What follows belongs to an exercise in optimizing a design on an open flow for small area; a production flow would make more cautious choices. Only simulation tests tie the RTL to the original design; equivalence was not proved. No activity file was given, so power comes from the tool's default toggle rates.

==> v25: inputs <==
// tfds_core
module tfds_core (
    input  wire        clk,
    input  wire        rst,
    input  wire        tick,
    input  wire        cmd_valid,
    input  wire [31:0] cmd,
    output wire        cmd_ready,
    output reg         rsp_valid,
    output reg         rsp_err,
    output reg  [31:0] rsp_data,
    input  wire        p_stop_motor,
    input  wire        p_scan_media,
    input  wire        p_write_en,
    input  wire        p_data_in,
    output wire        p_media_set,
    output wire        p_motor_on,
    output wire        p_ready,
    output wire        p_rw_media,
    output wire        p_data_out,
    output wire        p_clk_out
);
export LEC_CHECK = 0
export ABC_AREA = 1
export CAP_MARGIN = 20
export CORE_MARGIN = 2
export CORE_UTILIZATION = 55
export PLACE_DENSITY = 0.65
export SLEW_MARGIN = 20
export SYNTH_MEMORY_MAX_BITS = 8192
create_clock -name core_clock -period 10.0 [get_ports {clk}]
standard.sh (not shown) runs the stock make flow with config.mk's settings and CLKGATE_MAP_FILE= SYNTH_SCRIPT=/design/flow/synth_recipe.tcl, a recipe that flattens the netlist after the stock synthesis.
==> flow/flow/run.sh <==
#!/bin/bash
# Own flow: the standard synthesis script, but with Yosys's default ABC
# mapping script in place of ORFS's abc_area.script (registers are mapped
# before ABC, so they keep the standard synthesis's names and cells); then
# the standard layout, with clock tree synthesis using large sink clusters
# and no dummy loads.
set -euo pipefail
W=$PWD
{
  head -1 synth_recipe.tcl
  echo 'proc abc {args} { set i [lsearch -exact $args -script]; if {$i >= 0} { set args [lreplace $args $i [expr {$i + 1}]] }; yosys abc {*}$args }'
  tail -n +2 synth_recipe.tcl
} > my_synth.tcl
sed -e "s#$W/synth_recipe.tcl#$W/my_synth.tcl#" -e 's#"\${@:-finish}"#synth#' standard.sh > synth_only.sh
grep -q my_synth.tcl synth_only.sh
bash synth_only.sh > synth_flow.log 2>&1
export CTS_ARGS="-sink_clustering_enable -repair_clock_nets -dont_use_dummy_load -sink_clustering_size 24 -sink_clustering_max_diameter 50 -buf_list {sky130_fd_sc_hd__clkbuf_8 sky130_fd_sc_hd__clkbuf_16}"
bash standard.sh > standard_flow.log 2>&1
==> inputs of v26, as changes to v25 <==
--- a/flow/flow/run.sh
+++ b/flow/flow/run.sh
@@ -14,5 +14,5 @@
 sed -e "s#$W/synth_recipe.tcl#$W/my_synth.tcl#" -e 's#"\${@:-finish}"#synth#' standard.sh > synth_only.sh
 grep -q my_synth.tcl synth_only.sh
 bash synth_only.sh > synth_flow.log 2>&1
-export CTS_ARGS="-sink_clustering_enable -repair_clock_nets -dont_use_dummy_load -sink_clustering_size 24 -sink_clustering_max_diameter 50 -buf_list {sky130_fd_sc_hd__clkbuf_8 sky130_fd_sc_hd__clkbuf_16}"
+export CTS_ARGS="-sink_clustering_enable -repair_clock_nets -dont_use_dummy_load -sink_clustering_size 36 -sink_clustering_max_diameter 55 -buf_list {sky130_fd_sc_hd__clkbuf_8 sky130_fd_sc_hd__clkbuf_16}"
 bash standard.sh > standard_flow.log 2>&1
- CAP_MARGIN: 20 -> 10
- CORE_UTILIZATION: 55 -> 62
- PLACE_DENSITY: 0.65 -> 0.72
- SLEW_MARGIN: 20 -> 10
==> inputs of v21, as changes to v25 <==
--- a/flow/flow/run.sh
+++ b/flow/flow/run.sh
@@ -14,5 +14,5 @@
 sed -e "s#$W/synth_recipe.tcl#$W/my_synth.tcl#" -e 's#"\${@:-finish}"#synth#' standard.sh > synth_only.sh
 grep -q my_synth.tcl synth_only.sh
 bash synth_only.sh > synth_flow.log 2>&1
-export CTS_ARGS="-sink_clustering_enable -repair_clock_nets -dont_use_dummy_load -sink_clustering_size 24 -sink_clustering_max_diameter 50 -buf_list {sky130_fd_sc_hd__clkbuf_8 sky130_fd_sc_hd__clkbuf_16}"
+export CTS_ARGS="-sink_clustering_enable -repair_clock_nets -dont_use_dummy_load -sink_clustering_size 34 -sink_clustering_max_diameter 52 -buf_list {sky130_fd_sc_hd__clkbuf_8 sky130_fd_sc_hd__clkbuf_16}"
 bash standard.sh > standard_flow.log 2>&1
- CAP_MARGIN: 20 -> 10
- CORE_UTILIZATION: 55 -> 62
- PLACE_DENSITY: 0.65 -> 0.72
- SLEW_MARGIN: 20 -> 10
==> results.json <==
{
  "status": "timing/DRC/antenna clean",
  "design.die.area_um2": 205000,
  "n_all_buffers": 246,
  "min_from": "lp[123].q2[0]",
  "hold_slack_ns": 0.251,
  "powerDensity_nw_per_um2": 228,
  "clock_path_buffers": 4,
  "worstSkewPairLatency_ns": 0.95
}
That was v25.
==> results.json <==
{
  "status": "timing/DRC/antenna clean",
  "min_from": "lp[55].q2[1]",
  "worstSkewPairLatency_ns": 0.89,
  "powerDensity_nw_per_um2": 218,
  "hold_slack_ns": 0.252,
  "design.die.area_um2": 182000
}
That was v21.
==> results.json <==
{
  "n_all_buffers": 214,
  "clock_path_buffers": 3,
  "status": "complete, but fails checks",
  "so_faults": "antenna rules",
  "design.die.area_um2": 182000,
  "ant_nets": 1,
  "hold_slack_ns": 0.244
}
That was v26.

========
==> willow: inputs <==
tfds_core again, from the RTL that the note above started with.
Settings: LEC_CHECK=0, ABC_AREA=1, CAP_MARGIN=20, CORE_MARGIN=2, CORE_UTILIZATION=55, PLACE_DENSITY=0.65, SLEW_MARGIN=20, SYNTH_MEMORY_MAX_BITS=8192; clock period 10.0 ns.
==> flow/flow/run.sh <==
#!/bin/bash
# Own flow: the standard synthesis script, but with Yosys's default ABC
# mapping script in place of ORFS's abc_area.script (registers are mapped
# before ABC, so they keep the standard synthesis's names and cells); then
# the standard layout, with clock tree synthesis using large sink clusters
# and no dummy loads.
set -euo pipefail
W=$PWD
{
  head -1 synth_recipe.tcl
  echo 'proc abc {args} { set i [lsearch -exact $args -script]; if {$i >= 0} { set args [lreplace $args $i [expr {$i + 1}]] }; yosys abc {*}$args }'
  tail -n +2 synth_recipe.tcl
} > my_synth.tcl
sed -e "s#$W/synth_recipe.tcl#$W/my_synth.tcl#" -e 's#"\${@:-finish}"#synth#' standard.sh > synth_only.sh
grep -q my_synth.tcl synth_only.sh
bash synth_only.sh > synth_flow.log 2>&1
export CTS_ARGS="-sink_clustering_enable -repair_clock_nets -dont_use_dummy_load -sink_clustering_size 30 -sink_clustering_max_diameter 45 -buf_list {sky130_fd_sc_hd__clkbuf_8 sky130_fd_sc_hd__clkbuf_16}"
bash standard.sh > standard_flow.log 2>&1
==> inputs of garnet, as changes to willow <==
--- a/flow/config.mk
+++ b/flow/config.mk
@@ -8,7 +8,7 @@
 export ABC_AREA = 1
-export CAP_MARGIN = 20
+export CAP_MARGIN = 10
 export CORE_MARGIN = 2
-export CORE_UTILIZATION = 55
-export PLACE_DENSITY = 0.65
-export SLEW_MARGIN = 20
+export CORE_UTILIZATION = 62
+export PLACE_DENSITY = 0.72
+export SLEW_MARGIN = 10
 export SYNTH_MEMORY_MAX_BITS = 8192
==> qor summary <==
	willow	garnet
Global-route wire length before repair	459,000 um	455,000 um
Final Skew	96.3 ps	89.6 ps
Final-layout clock buffer total	340	298
Last weighted congestion value of the routability-driven placer	0.982	0.965
Die area	205,000 um^2	182,000 um^2
Layout cell share with drive strength beyond 1	0.0724	0.0638
Worst max-slew margin expressed relative to the limit	0.195	0.0801
Total inserted antenna cells	2	4
Clock Power Share	0.396	0.378
Post-route non-filler standard cell count	11,100	10,700
Die width	453 um	427 um
Part of the total power dissipated in sequential elements	0.598	0.617
Status	finished clean	finished clean
Total core area	200,000 um^2	178,000 um^2
Fraction of cell area in non-clock buffers	0.0182	0.0163
Average routed wire per standard cell	28.8 um	29.6 um
Number of buffers created by CTS	340	298
Biggest cell delay along the critical path	840 ps	870 ps
Multi-input logic area	21,500 um^2	21,500 um^2
Crit path capture	rtmp[0]	nb_data[4]
Share of cell area taken by multi-input logic gates	0.174	0.176

-- static timing again, ports no longer ideal --
No port has a modelled driver above. Below, the same layouts with a new extraction and two added sets of constraints.
Step 1 (the two cells are an assumption about what drives the block):
set clk [get_ports {clk}]
set_driving_cell -lib_cell sky130_fd_sc_hd__clkbuf_16 $clk
set_driving_cell -lib_cell sky130_fd_sc_hd__buf_2 [delete_from_list [all_inputs] $clk]
Step 2 moves the port delays by t, midway between the first and last clock arrival at a register: inputs arrive t later, outputs are due t later. That takes back most of the time a late clock gives input paths.
Three values: ideal ports, drivers, drivers and shift; two values: the first two.
run	t, ns	slack for setup (ns)	clock arrival spread, ns
v25	0.991	1.010 / 1.069 / 0.077	0.099 / 0.099
v26	0.922	0.919 / 0.972 / 0.050	0.106 / 0.107
v21	0.925	0.924 / 0.981 / 0.056	0.108 / 0.109
willow	1.031	1.054 / 1.117 / 0.086	0.114 / 0.114
garnet	0.998	1.007 / 1.064 / 0.066	0.107 / 0.107
The setup slack of willow, which loses most, moves by +0.063 ns with the drivers and by -0.968 ns with both steps.
